Context: an optimization exercise on an open-source flow, tuned for small area, a short achievable clock period and few clock cycles per item. The choices shown serve that exercise and are no tape-out recipe.
RTL that was checked went through simulation tests only; none was proved equivalent to the original.

harbor:
Design fsk_goertzel_demod, start of the top module:
module fsk_goertzel_demod (
    input  wire        clk,
    input  wire        rst,
    input  wire        in_valid,
    output wire        in_ready,
    input  wire [1:0]  in_cmd,
    input  wire [15:0] in_data,
    input  wire [15:0] cfg_spb,
    input  wire [15:0] cfg_coeff0,
    input  wire [15:0] cfg_coeff1,
    output reg         out_valid,
    output reg  [7:0]  out_byte
);
==> flow/config.mk <==
export PLATFORM = sky130hd
export DESIGN_NAME = fsk_goertzel_demod
export DESIGN_NICKNAME = fsk_goertzel_demod
export VERILOG_FILES = /design/flow/design.v
export SDC_FILE = /design/flow/constraint.sdc
export NUM_CORES = 4
export LEC_CHECK = 0
export ABC_AREA = 1
export CAP_MARGIN = 20
export CORE_MARGIN = 2
export CORE_UTILIZATION = 40
export SLEW_MARGIN = 20
==> flow/constraint.sdc <==
create_clock -name core_clock -period 20.0 [get_ports {clk}]
set_input_delay 4.0000 -clock core_clock [delete_from_list [all_inputs] [get_ports {clk}]]
set_output_delay 4.0000 -clock core_clock [all_outputs]
set_load 0.01 [all_outputs]
standard.sh (not shown) runs the stock make flow with config.mk's settings and CLKGATE_MAP_FILE= SYNTH_SCRIPT=/design/flow/synth_recipe.tcl, a recipe that flattens the netlist after the stock synthesis.
==> flow/flow/run.sh <==
#!/bin/bash
# Own layout flow: the standard ORFS flow, with the port buffers chosen as
# buf_2 cells and timing repair aiming at a setup slack well above the 20 ns
# clock's (the clock period and all constraints are unchanged).
set -euo pipefail
export BUFFER_PORTS_ARGS="-buffer_cell sky130_fd_sc_hd__buf_2"
export SETUP_SLACK_MARGIN=14.9
bash standard.sh synth > synth.log 2>&1
bash standard.sh > layout.log 2>&1
harbor did not stop at any stage, and its layout met the timing, design-rule and antenna checks.
Testbench counts of harbor, summed over its fixed seeds: cycles 269,736, items 384.
Here is what was changed in the inputs of juniper compared with harbor.
Settings: a deleted ABC_AREA that had been 1.
--- a/flow/flow/run.sh
+++ b/flow/flow/run.sh
@@ -5,5 +5,5 @@
 set -euo pipefail
 export BUFFER_PORTS_ARGS="-buffer_cell sky130_fd_sc_hd__buf_2"
-export SETUP_SLACK_MARGIN=14.9
+export SETUP_SLACK_MARGIN=14.6
 bash standard.sh synth > synth.log 2>&1
 bash standard.sh > layout.log 2>&1
--- outcome ---
juniper went all the way through synthesis, placement and routing and the layout is clean on timing, DRC and antenna.
Diff harbor..juniper | fmax | negligible
juniper ended with more final period demand of the worst path than harbor.
Note that the number of combinational gates with multiple inputs recorded for juniper amounts to 0.944 times the value seen in harbor.
Compared with harbor, juniper instantiates a smaller number of cells.
juniper vs harbor: non-clock buffer share of cell area up in juniper
> inputs changed (juniper -> onyx)
==> flow/flow/run.sh <==
#!/bin/bash
# Own layout flow: the standard ORFS flow, with the port buffers chosen as
# buf_6 cells and timing repair aiming at a setup slack well above the 20 ns
# clock's (the clock period and all constraints are unchanged).
set -euo pipefail
export BUFFER_PORTS_ARGS="-buffer_cell sky130_fd_sc_hd__buf_6"
export SETUP_SLACK_MARGIN=14.9
bash standard.sh synth > synth.log 2>&1
bash standard.sh > layout.log 2>&1
==> comparison <==
On onyx: area share of buffers outside the clock network is 1.6 points higher than what juniper gave. The total routed wirelength was comparable across juniper and onyx. Relative to juniper, the biggest cell delay along the critical path of onyx is higher by 0.02 ns. In onyx relative to juniper, total non-filler cell area in the finished layout had gone up by a few percent. Diff juniper -> onyx: count of clock-buffer cells in the layout has decreased; fraction of layout cells with a size suffix above 1 has increased; multi-input gate area in the final layout has remained practically unchanged.
#### Input delta (indigo over onyx)
==> flow/flow/run.sh <==
#!/bin/bash
# Own layout flow: the standard ORFS flow, with the port buffers chosen as
# buf_4 cells and timing repair aiming at a setup slack well above the 20 ns
# clock's (the clock period and all constraints are unchanged).
set -euo pipefail
export BUFFER_PORTS_ARGS="-buffer_cell sky130_fd_sc_hd__buf_4"
export SETUP_SLACK_MARGIN=14.9
bash standard.sh synth > synth.log 2>&1
bash standard.sh > layout.log 2>&1
==> notes.md <==
From onyx to indigo the numbers moved as follows: register-to-register slack has remained practically unchanged; global-route usage has decreased. Comparing indigo against onyx, there is no change at all in post-synthesis cell area.

fsk_goertzel_demod, a different RTL version from the one above (not shown whole).
Size in the first run: ~2900 cells after synthesis, ~440 flip-flops, roughly 79 I/O pins.
export LEC_CHECK = 0
export CAP_MARGIN = 20
export CORE_MARGIN = 2
export CORE_UTILIZATION = 40
export SLEW_MARGIN = 20
create_clock -name core_clock -period 20.0 [get_ports {clk}]
==> flow/flow/run.sh <==
#!/bin/bash
# Own layout flow: the standard ORFS flow, with the port buffers chosen as
# buf_2 cells and timing repair aiming at a setup slack well above the 20 ns
# clock's (the clock period and all constraints are unchanged).
set -euo pipefail
export BUFFER_PORTS_ARGS="-buffer_cell sky130_fd_sc_hd__buf_2"
export SETUP_SLACK_MARGIN=14.5
bash standard.sh synth > synth.log 2>&1
bash standard.sh > layout.log 2>&1
The starting point ran to the end with no violations.
Edit:
--- a/flow/flow/run.sh
+++ b/flow/flow/run.sh
@@ -6,3 +6,3 @@
 export BUFFER_PORTS_ARGS="-buffer_cell sky130_fd_sc_hd__buf_2"
-export SETUP_SLACK_MARGIN=14.5
+export SETUP_SLACK_MARGIN=15
 bash standard.sh synth > synth.log 2>&1
The new run completed with no timing, DRC or antenna violations.
Sequential share of layout area falls by 1.3 points.
Global-route usage increases by 0.93 points.
Non-clock buffer count rose by 54.
No run of this note included a check of the RTL's function; only the layout flow was run.

fsk_goertzel_demod, a different RTL version from the one above (not shown whole).
For scale: roughly 3000 cells after synthesis, ~440 flip-flops, ~79 I/O pins.
## fsk_goertzel_demod
module fsk_goertzel_demod (
    input  wire        clk,
    input  wire        rst,
    input  wire        in_valid,
    output wire        in_ready,
    input  wire [1:0]  in_cmd,
    input  wire [15:0] in_data,
    input  wire [15:0] cfg_spb,
    input  wire [15:0] cfg_coeff0,
    input  wire [15:0] cfg_coeff1,
    output reg         out_valid,
    output reg  [7:0]  out_byte
);
    reg        rdy;
    reg        v0;
    reg [1:0]  c0;
    reg [15:0] xr;
    assign in_ready = rdy;
    reg        active, pre, wl, cm2, wl2;
    reg [3:0]  pcnt;
    reg [15:0] wcnt, spb;
    reg [15:0] ca, cb;
    reg        ida, idb, fra, frb;
    reg [23:0] s1a, s2a, s1b, s2b;
    reg [23:0] r1;
    wire [23:0] r1_d;
    wire [23:0] r2;
    reg [5:0]  ec;
    reg [1:0]  ej;
    reg [24:0] m0, m1, m2;
    reg [25:0] d0, d1, d2;
    reg [29:0] acc;
    reg        sticky, last8, kill, eida;
    reg        f_ld, f_l4, f_v, f_pz, f_pd, f_ps, f_mc, f_pre, f_dec, f_e2, f_st, f_cl;
    reg        bq_one, bq_two, bq_neg;
    reg [2:0]  bcnt;
    wire st_start = v0 && c0 == 2'd1;
    wire st_end   = v0 && c0 == 2'd2;
    wire st_smp   = v0 && c0 == 2'd0;
    wire do_start = st_start && !active && spb != 16'd0;
    wire do_end   = st_end && active;
    wire do_smp   = st_smp && active;
    wire do_pre   = do_smp && pre;
    wire do_data  = do_smp && !pre;
    wire trig     = do_data && wl;           
    wire clr      = do_start || do_end;
    wire        active_n = do_start ? 1'b1 : do_end ? 1'b0 : active;
    wire        pre_n    = do_start ? 1'b1 : (do_pre && wl && pcnt == 4'd15) ? 1'b0 : pre;
    wire [15:0] wcnt_n   = clr ? 16'd0 : do_smp ? (wl ? 16'd0 : wcnt + 16'd1) : wcnt;
    wire        wl_n     = wcnt_n == spb - 16'd1;
    wire        dm_n     = active_n && !pre_n;      
    wire        ld_cfg   = !active_n;
    wire [3:0]  pcnt_n   = do_start ? 4'd0 : (do_pre && wl) ? pcnt + 4'd1 : pcnt;
  ...
Settings: LEC_CHECK=0, CAP_MARGIN=20, CORE_MARGIN=2, CORE_UTILIZATION=40, SLEW_MARGIN=20; clock period 20.0 ns.
run.sh (not shown) runs the stock make flow with config.mk's settings and CLKGATE_MAP_FILE= SYNTH_SCRIPT=/design/flow/synth_recipe.tcl, a recipe that flattens the netlist after the stock synthesis.
Stock flow here: none of the scripts above is used.
Testbench counts at the start, summed over its fixed seeds: cycles 269,736, items 384.
Edit:
==> flow/flow/run.sh (new file) <==
#!/bin/bash
# Own layout flow: the standard ORFS flow, with the port buffers chosen as
# buf_2 cells and timing repair aiming at a setup slack well above the 20 ns
# clock's (the clock period and all constraints are unchanged).
set -euo pipefail
export BUFFER_PORTS_ARGS="-buffer_cell sky130_fd_sc_hd__buf_2"
export SETUP_SLACK_MARGIN=14.5
bash standard.sh synth > synth.log 2>&1
bash standard.sh > layout.log 2>&1
==> flow/standard.sh (new file) <==
#!/bin/bash
# synth_recipe.tcl (not shown) runs the flow's synth.tcl, then flattens the netlist and writes it again
# the make line also repeats each setting of config.mk as NAME=value (left out here)
make -C /OpenROAD-flow-scripts/flow DESIGN_CONFIG=/design/flow/config.mk WORK_HOME=/design/flow/orfs CLKGATE_MAP_FILE= SYNTH_SCRIPT=/design/flow/synth_recipe.tcl "${@:-finish}"
removed: flow/run.sh
=> Synthesized cell count is unchanged; register-to-register slack is better by 0.98 ns; worst hold slack is about the same; utilization shrinks by 0.19 points; first-iteration DRC count shrinks by 20%; worst setup slack gains 0.93 ns.

== build 7 ==
fsk_goertzel_demod, a different RTL version from the one above (not shown whole).
Size: ~420 flip-flops, roughly 79 I/O pins, roughly 26000 um2 of cells after synthesis.
export LEC_CHECK = 0
export CAP_MARGIN = 20
export CORE_MARGIN = 2
export CORE_UTILIZATION = 65
export SLEW_MARGIN = 20
create_clock -name core_clock -period 20.0 [get_ports {clk}]
Stock flow here: none of the scripts above is used.
Testbench counts of build 7, summed over its fixed seeds: cycles 269,736, items 384.
Edits applied to the flow inputs when going from build 7 to build 42:
# build 7
export LEC_CHECK = 0
export CAP_MARGIN = 20
export CORE_MARGIN = 2
export CORE_UTILIZATION = 65
export SLEW_MARGIN = 20
create_clock -name core_clock -period 20.0 [get_ports {clk}]
# build 42
export LEC_CHECK = 0
export CAP_MARGIN = 20
export CORE_MARGIN = 2
export CORE_UTILIZATION = 40
export SLEW_MARGIN = 20
create_clock -name core_clock -period 20.0 [get_ports {clk}]
==> comparison <==
Taking build 7 as the reference point, the final period utilization of build 42 falls by 0.32 points. Area of the multi-input gates essentially unchanged between build 7 and build 42. Build 42 vs build 7 — maximum clock rate climbed slightly. Looking at topmost layer with routed signal wires, the met5 result is from build 42; the met4 one comes from build 7. Against build 7, sum of routed wire length over all layers in build 42 rose by a few percent. Comparing build 42 and build 7, the higher cell count was measured on build 42. Per the final summary, build 42 finished and its layout is clean on timing, DRC and antenna. Delta (build 42 minus build 7): via count normalized by instance count lower.
For build 69, these inputs were changed with respect to build 42:
# build 42
export LEC_CHECK = 0
export CAP_MARGIN = 20
export CORE_MARGIN = 2
export CORE_UTILIZATION = 40
export SLEW_MARGIN = 20
create_clock -name core_clock -period 20.0 [get_ports {clk}]
# build 69
export LEC_CHECK = 0
export ABC_AREA = 1
export CAP_MARGIN = 20
export CORE_MARGIN = 2
export CORE_UTILIZATION = 65
export SLEW_MARGIN = 20
create_clock -name core_clock -period 20.0 [get_ports {clk}]
Number of cells after detailed placement ends up lower on build 42.
Compared with build 42, build 69 shows cell count higher by 333.
Relative area change from synthesis to final layout, build 42 and build 69: lower on build 69
The higher delay of the slowest critical-path stage of build 42 and build 69 is in build 42.
Overall via count from detail_route, build 69 vs build 42: up by more than 10%
Post-layout utilization of the core, build 42 and build 69: lower on build 42
Build 69 vs build 42: first-iteration DRC count up by more than half
Side by side, number of antenna violations at the first check in global routing turned out higher in build 69 than in build 42.

Setup of job 2138:
Another version of the RTL of fsk_goertzel_demod (not shown whole).
For scale: ~2900 cells after synthesis, roughly 27000 µm² of cells after synthesis.
export LEC_CHECK = 0
export CAP_MARGIN = 20
export CORE_MARGIN = 2
export CORE_UTILIZATION = 40
export SLEW_MARGIN = 20
create_clock -name core_clock -period 20.0 [get_ports {clk}]
standard.sh (not shown) runs the stock make flow with config.mk's settings and CLKGATE_MAP_FILE= SYNTH_SCRIPT=/design/flow/synth_recipe.tcl, a recipe that flattens the netlist after the stock synthesis.
==> flow/flow/run.sh <==
#!/bin/bash
# Own layout flow: the standard ORFS flow, with the port buffers chosen as
# buf_2 cells and timing repair aiming at a setup slack well above the 20 ns
# clock's (the clock period and all constraints are unchanged).
set -euo pipefail
export BUFFER_PORTS_ARGS="-buffer_cell sky130_fd_sc_hd__buf_2"
export SETUP_SLACK_MARGIN=14.9
bash standard.sh synth > synth.log 2>&1
bash standard.sh > layout.log 2>&1
Job 2138 completed every stage of the flow, and the final layout passed the timing, design-rule and antenna checks.
Testbench counts of job 2138, summed over its fixed seeds: cycles 269,736, items 384.
Inputs modified between job 2138 and job 7696:
Settings: an added CTS_CLUSTER_SIZE of 40.
--- a/flow/flow/run.sh
+++ b/flow/flow/run.sh
@@ -7 +7 @@
-export SETUP_SLACK_MARGIN=14.9
+export SETUP_SLACK_MARGIN=15.1
Share of cell area taken by flip-flops and latches was higher in the run labelled job 2138.
Of job 2138 and job 7696, the run reporting the higher shortest period the worst path allows was job 7696.
Job 7696 against job 2138: end-of-flow core utilization went up by 0.50 points; xor/xnor cell area share of the yosys netlist was more or less identical; number of cell instances on the worst register-to-register path went down by 2.
[inputs] job 955 vs job 7696
Settings: CTS_CLUSTER_SIZE: 40 -> 25.
==> notes.md <==
Diff job 7696..job 955 | post-synthesis cell type count | unchanged. Delta (job 955 minus job 7696): die area did not really move, design area did not really move. Looking at job 955 and job 7696, the max-slew headroom at the worst pin is a wash. Flip-flop and latch count came out exactly the same in job 955 and job 7696. Hold slack: job 7696 vs job 955 identical. In terms of share of the clock period used by the worst path, job 7696 and job 955 differ only marginally. No run among job 955 and job 7696 stopped early or left any final violation; all are clean. [compare] base=job 7696 new=job 955: number of nets in the layout roughly the same; multi-input combinational area share flat.

Setup of alpha:
Another version of the RTL of fsk_goertzel_demod (not shown whole).
Size: roughly 3000 cells after synthesis, ~27000 um^2 of cells after synthesis.
clock: 20.0 ns
lec_check: 0
cap_margin: 20
core_margin: 2
core_utilization: 40
slew_margin: 20
==> flow/flow/run.sh <==
#!/bin/bash
# Own layout flow: the standard ORFS flow, with the port buffers chosen as
# buf_2 cells and timing repair aiming at a setup slack well above the 20 ns
# clock's (the clock period and all constraints are unchanged).
set -euo pipefail
export BUFFER_PORTS_ARGS="-buffer_cell sky130_fd_sc_hd__buf_2"
export SETUP_SLACK_MARGIN=15
bash standard.sh synth > synth.log 2>&1
bash standard.sh > layout.log 2>&1
Testbench counts of alpha, summed over its fixed seeds: cycles 269,736, items 384.
--- input diff alpha..beta ---
-- flow/flow/run.sh --
<<< alpha, line 6
export BUFFER_PORTS_ARGS="-buffer_cell sky130_fd_sc_hd__buf_2"
export SETUP_SLACK_MARGIN=15
bash standard.sh synth > synth.log 2>&1
>>> beta, line 6
export BUFFER_PORTS_ARGS="-buffer_cell sky130_fd_sc_hd__buf_2"
export SETUP_SLACK_MARGIN=15.5
bash standard.sh synth > synth.log 2>&1
## What came out
beta finished end to end and its layout was clean on timing, DRC and antenna. In terms of area taken by flip-flops and latches, beta and alpha differ only marginally. Against alpha, beta reports a worst-margin pin slew that is lower. Looking at number of clock buffers in the layout, beta sits 2 lower than alpha does.
Relative to beta, the following input files were edited for gamma:
-- flow/flow/run.sh --
<<< beta, line 6
export BUFFER_PORTS_ARGS="-buffer_cell sky130_fd_sc_hd__buf_2"
export SETUP_SLACK_MARGIN=15.5
bash standard.sh synth > synth.log 2>&1
>>> gamma, line 6
export BUFFER_PORTS_ARGS="-buffer_cell sky130_fd_sc_hd__buf_2"
export SETUP_SLACK_MARGIN=14.5
bash standard.sh synth > synth.log 2>&1
==> comparison <==
gamma gives less total of cells resized after clock tree synthesis than beta did. Compared with beta, gamma shows a higher number of logic stages on the critical path including buffering. Taking beta as 1.0, gamma lands at 0.908 on clock buffer count.
Input-level comparison between delta and gamma:
-- flow/flow/run.sh --
<<< gamma, line 6
export BUFFER_PORTS_ARGS="-buffer_cell sky130_fd_sc_hd__buf_2"
export SETUP_SLACK_MARGIN=14.5
bash standard.sh synth > synth.log 2>&1
>>> delta, line 6
export BUFFER_PORTS_ARGS="-buffer_cell sky130_fd_sc_hd__buf_2"
export SETUP_SLACK_MARGIN=14
bash standard.sh synth > synth.log 2>&1
[summary]
In delta the fraction of met1 tracks used by global routing turned out 0.22 points lower than in gamma.
A source of the critical timing path of rdy is what gamma shows, while ca[3] belongs to delta.
Count of input and output buffers essentially unchanged between delta and gamma.
From gamma to delta the numbers moved as follows: total length of routed met2 wires shrank by about 0.54%, finished layout cell area lower.
The end point of the critical path comes out in_ready in one run and r1[19] in the other, namely in gamma and delta respectively.

what the ideal ports hide:
In the flow no input, the clock included, has a driving cell. The finished layouts below were timed again as built, in two steps.
Step 1: set_driving_cell puts a clkbuf_16 on clk and a buf_2 on each other input, an assumption about the parent block.
Step 2 moves the port delays by t, midway between the first and last clock arrival at a register: inputs arrive t later, outputs are due t later. That takes back most of the time a late clock gives input paths.
Slacks: no drivers / after step 1 / after step 2; pairs: no drivers / after step 1.
| run | t (ns) | setup slack, ns | slew at the worst register clock pin (ns) | pins driven straight from the clock port |
|---|---|---|---|---|
| harbor | 0.651 | 14.956 / 14.901 / 15.270 | 0.07 / 0.07 | 1 |
| juniper | 0.641 | 14.944 / 14.889 / 15.043 | 0.07 / 0.07 | 1 |
| onyx | 0.649 | 14.945 / 14.888 / 15.165 | 0.07 / 0.07 | 1 |
| indigo | 0.633 | 14.953 / 14.902 / 15.128 | 0.07 / 0.07 | 1 |
| the first run of note 2 | 0.643 | 14.604 / 14.604 / 14.604 | 0.07 / 0.07 | 1 |
| the second run of note 2 | 0.633 | 14.857 / 14.797 / 14.598 | 0.07 / 0.07 | 1 |
| the first run of note 3 | 0.653 | 13.712 / 13.712 / 13.712 | 0.07 / 0.07 | 1 |
| the second run of note 3 | 0.637 | 14.644 / 14.589 / 14.684 | 0.07 / 0.07 | 1 |
| build 7 | 0.657 | 13.898 / 13.898 / 13.898 | 0.07 / 0.07 | 1 |
| build 42 | 0.655 | 13.962 / 13.962 / 13.962 | 0.07 / 0.07 | 1 |
| build 69 | 0.639 | 14.110 / 14.049 / 14.267 | 0.07 / 0.07 | 1 |
| job 2138 | 0.643 | 14.957 / 14.902 / 15.002 | 0.06 / 0.06 | 1 |
| job 7696 | 0.647 | 14.948 / 14.890 / 14.980 | 0.07 / 0.07 | 1 |
| job 955 | 0.647 | 14.948 / 14.890 / 14.980 | 0.07 / 0.07 | 1 |
| alpha | 0.649 | 14.803 / 14.746 / 14.635 | 0.07 / 0.07 | 1 |
| beta | 0.647 | 14.871 / 14.812 / 14.839 | 0.07 / 0.07 | 1 |
| gamma | 0.652 | 14.597 / 14.539 / 14.522 | 0.07 / 0.07 | 1 |
| delta | 0.649 | 14.379 / 14.379 / 14.379 | 0.07 / 0.07 | 1 |
After both steps every run listed still meets setup and hold. For the second run of note 2, which loses most, drivers alone change the setup slack by -0.060 ns; drivers and shift together by -0.259 ns.
